What follows belongs to an exercise in optimizing a design on an open flow for small area, a short achievable clock period and few clock cycles; a production flow would make more cautious choices. In this exercise RTL edits were held to simulation tests only and were not proved equivalent to the original. No activity file was given, so power comes from the tool's default toggle rates.

Design crc16_psa, start of the top module:
module crc16_psa (
    input  wire        clk,
    input  wire        rst,
    input  wire        host_req,
    input  wire        host_we,
    input  wire [3:0]  host_idx,
    input  wire [15:0] host_wdata,
    output reg         host_ack,
    output reg  [15:0] host_rdata,
    output reg         bus_req,
    output reg  [1:0]  bus_cmd,
    output reg  [7:0]  bus_wdata,
    input  wire        bus_ack,
    input  wire        bus_err,
    input  wire [7:0]  bus_rdata
);
    localparam [7:0] DEV_W = 8'hA0, DEV_R = 8'hA1;
    localparam [1:0] B_START = 2'd0, B_WRITE = 2'd1, B_READ = 2'd2, B_STOP = 2'd3;
    localparam [2:0] Q_IDLE = 3'd0, Q_START_W = 3'd1, Q_ADDR_HI = 3'd2, Q_ADDR_LO = 3'd3,
                     Q_WDATA = 3'd4, Q_START_R = 3'd5, Q_RDATA = 3'd6, Q_STOP = 3'd7;
    function [15:0] crc_step(input [15:0] a, input [7:0] b);
        reg [7:0] x;
        begin
            x = a[15:8] ^ b;
            x = x ^ {4'b0000, x[7:4]};
            crc_step = {a[7:0], 8'h00} ^ {x[3:0], 12'h000} ^ {3'b000, x, 5'b00000} ^ {8'h00, x};
        end
    endfunction
    reg        rst_q;
    reg [15:0] acc, addr, len, ptr;
    reg [7:0]  buf_mem [0:63];
    reg        e_bus, e_ill, e_busy, e_range;
    reg        s_we;
    reg [3:0]  s_idx;
    reg [15:0] s_wd;
    reg        s_busy;
    reg        s_c1, s_c2, s_c3, s_c10, s_c11, s_c20, s_hz;
    reg [2:0]  q;
    reg        q_read;
    reg        busy;         
    reg        settling;
    reg [4:0]  settle_cnt;
    reg [6:0]  ra;           
    reg        w_en;
    reg [5:0]  w_addr;
    reg [7:0]  w_data;
    reg [15:0] pref;
    reg [6:0]  plen;
    reg [7:0]  nxt;
    reg        eng;
    reg [1:0]  eng_ph;       
    reg        app2, app3;   
  ...
clock: 10.0 ns
lec_check: 0
cap_margin: 20
core_margin: 2
core_utilization: 40
cts_buf_list: sky130_fd_sc_hd__clkbuf_8 sky130_fd_sc_hd__clkbuf_4
cts_cluster_size: 30
slew_margin: 20
standard.sh (not shown) runs the stock make flow with config.mk's settings and CLKGATE_MAP_FILE= SYNTH_SCRIPT=/design/flow/synth_recipe.tcl, a recipe that flattens the netlist after the stock synthesis.
==> flow/flow/run.sh <==
#!/bin/bash
set -euo pipefail
bash standard.sh SETUP_SLACK_MARGIN=7 finish > flow_make.log 2>&1
Testbench counts at the start, summed over its fixed seeds: cycles 53,130.
Rerun with:
--- a/flow/config.mk
+++ b/flow/config.mk
@@ -11,2 +10,0 @@
-export CTS_BUF_LIST = sky130_fd_sc_hd__clkbuf_8 sky130_fd_sc_hd__clkbuf_4
-export CTS_CLUSTER_SIZE = 30
Effect: The new run finished with timing, DRC and antenna clean; synthesized cell count is unchanged; sequential share of layout area fell by 0.37 points; die area stays the same; cell count fell by 1.9%; utilization rose by 0.31 points; first-iteration DRC count rose by about 6.5%; combinational power rose by about 3%; global-route usage is about the same; total power rose by about 5.5%; worst hold slack hardly moves; routed wire length stays flat.

========
crc16_psa, a different RTL version from the one above (not shown whole).
Size in the first run: roughly 3100 cells after synthesis, about 690 flip-flops, roughly 62 I/O pins.
==> flow/config.mk <==
export PLATFORM = sky130hd
export DESIGN_NAME = crc16_psa
export DESIGN_NICKNAME = crc16_psa
export VERILOG_FILES = /design/flow/design.v
export SDC_FILE = /design/flow/constraint.sdc
export NUM_CORES = 4
export LEC_CHECK = 0
export ABC_AREA = 1
export CAP_MARGIN = 20
export CORE_MARGIN = 2
export CORE_UTILIZATION = 65
export SLEW_MARGIN = 20
==> flow/constraint.sdc <==
create_clock -name core_clock -period 10.0 [get_ports {clk}]
set_input_delay 2.0000 -clock core_clock [delete_from_list [all_inputs] [get_ports {clk}]]
set_output_delay 2.0000 -clock core_clock [all_outputs]
set_load 0.01 [all_outputs]
==> flow/flow/run.sh <==
#!/bin/bash
set -euo pipefail
bash standard.sh SETUP_SLACK_MARGIN=6.85 \
  "BUFFER_PORTS_ARGS=-buffer_cell sky130_fd_sc_hd__buf_2" \
  "CTS_ARGS=-sink_clustering_enable -repair_clock_nets -sink_clustering_size 50 -sink_clustering_max_diameter 55 -dont_use_dummy_load" \
  finish > flow_make.log 2>&1
Testbench counts at the start, summed over its fixed seeds: cycles 53,130.
Then changed:
CORE_UTILIZATION = 40   (was 65)
Outcome: Clock skew is about the same. Worst hold slack hardly moves. Wire length is higher by 3.6%. Setup slack improved by 0.0063 ns.

========
crc16_psa, a different RTL version from the one above (not shown whole).
Size in the first run: ~62 I/O pins, ~0.031 mm^2 of cells after synthesis.
// crc16_psa
module crc16_psa (
    input  wire        clk,
    input  wire        rst,
    input  wire        host_req,
    input  wire        host_we,
    input  wire [3:0]  host_idx,
    input  wire [15:0] host_wdata,
    output reg         host_ack,
    output reg  [15:0] host_rdata,
    output reg         bus_req,
    output reg  [1:0]  bus_cmd,
    output reg  [7:0]  bus_wdata,
    input  wire        bus_ack,
    input  wire        bus_err,
    input  wire [7:0]  bus_rdata
);
clock: 10.0 ns
lec_check: 0
abc_area: 1
cap_margin: 20
core_margin: 2
core_utilization: 55
cts_cluster_diameter: 55
cts_cluster_size: 50
slew_margin: 20
==> flow/flow/run.sh <==
#!/bin/bash
set -euo pipefail
bash standard.sh SETUP_SLACK_MARGIN=6.85 finish > flow_make.log 2>&1
The baseline ran to the end with no violations.
Testbench counts at the start, summed over its fixed seeds: cycles 53,130.
Change:
Settings changed: CORE_UTILIZATION 55 to 40.
Outcome:
- sequential cell count is unchanged
- die area grows by 37%
- utilization shrinks by 16 points
- wire length shrinks by 1.1%
- via count shrinks by 1.8%
- count of clock-buffer cells in the layout grows by 11
- clock power grows by 10%
- global-route usage shrinks by 8.9 points
- clock skew shrinks by 0.015 ns
- cell area grows by 2.0%

========
== the reference run ==
Another version of the RTL of crc16_psa (not shown whole).
For scale: roughly 2,600 cells after synthesis, roughly 710 flip-flops, ~62 I/O pins.
==> flow/design.v (excerpt) <==
module crc16_psa (
    input  wire        clk,
    input  wire        rst,
    input  wire        host_req,
    input  wire        host_we,
    input  wire [3:0]  host_idx,
    input  wire [15:0] host_wdata,
    output reg         host_ack,
    output reg  [15:0] host_rdata,
    output reg         bus_req,
    output reg  [1:0]  bus_cmd,
    output reg  [7:0]  bus_wdata,
    input  wire        bus_ack,
    input  wire        bus_err,
    input  wire [7:0]  bus_rdata
);
make LEC_CHECK=0 ABC_CLOCK_PERIOD_IN_PS=2500 CAP_MARGIN=20 CORE_MARGIN=2 CORE_UTILIZATION=40 SETUP_SLACK_MARGIN=5 SLEW_MARGIN=20 finish   # period 10.0 ns
run.sh (not shown) runs the stock make flow with config.mk's settings and CLKGATE_MAP_FILE= SYNTH_SCRIPT=/design/flow/synth_recipe.tcl, a recipe that flattens the netlist after the stock synthesis.
Stock flow here: none of the scripts above is used.
Per the final summary, the reference run finished and its layout is clean on timing, DRC and antenna.
Testbench counts of the reference run, summed over its fixed seeds: cycles 53,607.
## Diff of input files: the trial run against the reference run
- clearing ABC_CLOCK_PERIOD_IN_PS, which used to be 2500
- clearing SETUP_SLACK_MARGIN, which used to be 5
[summary]
- Against the reference run as the reference, the trial run delivers a lower post-placement setup slack.
- Compared with the reference run, the trial run is hungrier on power.
- The trial run: wire length about 1.3% below the reference run
- The reference run vs the trial run, highest layer used for signal routing: met5 vs met4
- Growth of design area from synthesis to finish down 2.0 points in the trial run wrt the reference run
- Sort the reference run and the trial run by share of final layout cell area taken by non-clock buffers, descending, and the reference run comes first.
- [the trial run vs the reference run] combined global-route utilization of all metal layers: lower in the trial run
- Comparing the reference run against the trial run, there is no change at all in number of buffers added on ports.

separate check: timing with driven ports:
In the flow no input, the clock included, has a driving cell. The finished layouts below were timed again as built, in two steps.
Step 1 sets driving cells, clkbuf_16 on the clock port and buf_2 on the other inputs (assumed; they add their load-dependent delay and slew).
Step 2 times the ports against the registers' clock, not the clock port: input delays grow and output delays shrink by t, the midpoint of the rising clock arrivals with the driver on.
Slacks: no drivers / after step 1 / after step 2; pairs: no drivers / after step 1.
run	shift t [ns]	setup slack, ns	cell pins on the clock port's net
the first run of note 1	0.806	6.745 / 6.687 / 6.141	1
the second run of note 1	0.683	6.884 / 6.822 / 6.377	1
the first run of note 2	0.658	6.896 / 6.835 / 6.328	1
the second run of note 2	0.654	6.902 / 6.839 / 6.417	1
the first run of note 3	0.683	6.875 / 6.813 / 6.235	1
the second run of note 3	0.700	6.801 / 6.802 / 6.133	1
the reference run	0.706	5.134 / 5.176 / 4.471	1
the trial run	0.691	4.302 / 4.351 / 3.660	1
After both steps setup and hold are still met in every run listed. The setup slack of the second run of note 3, which loses most, moves by +0.001 ns with the drivers and by -0.668 ns with both steps.
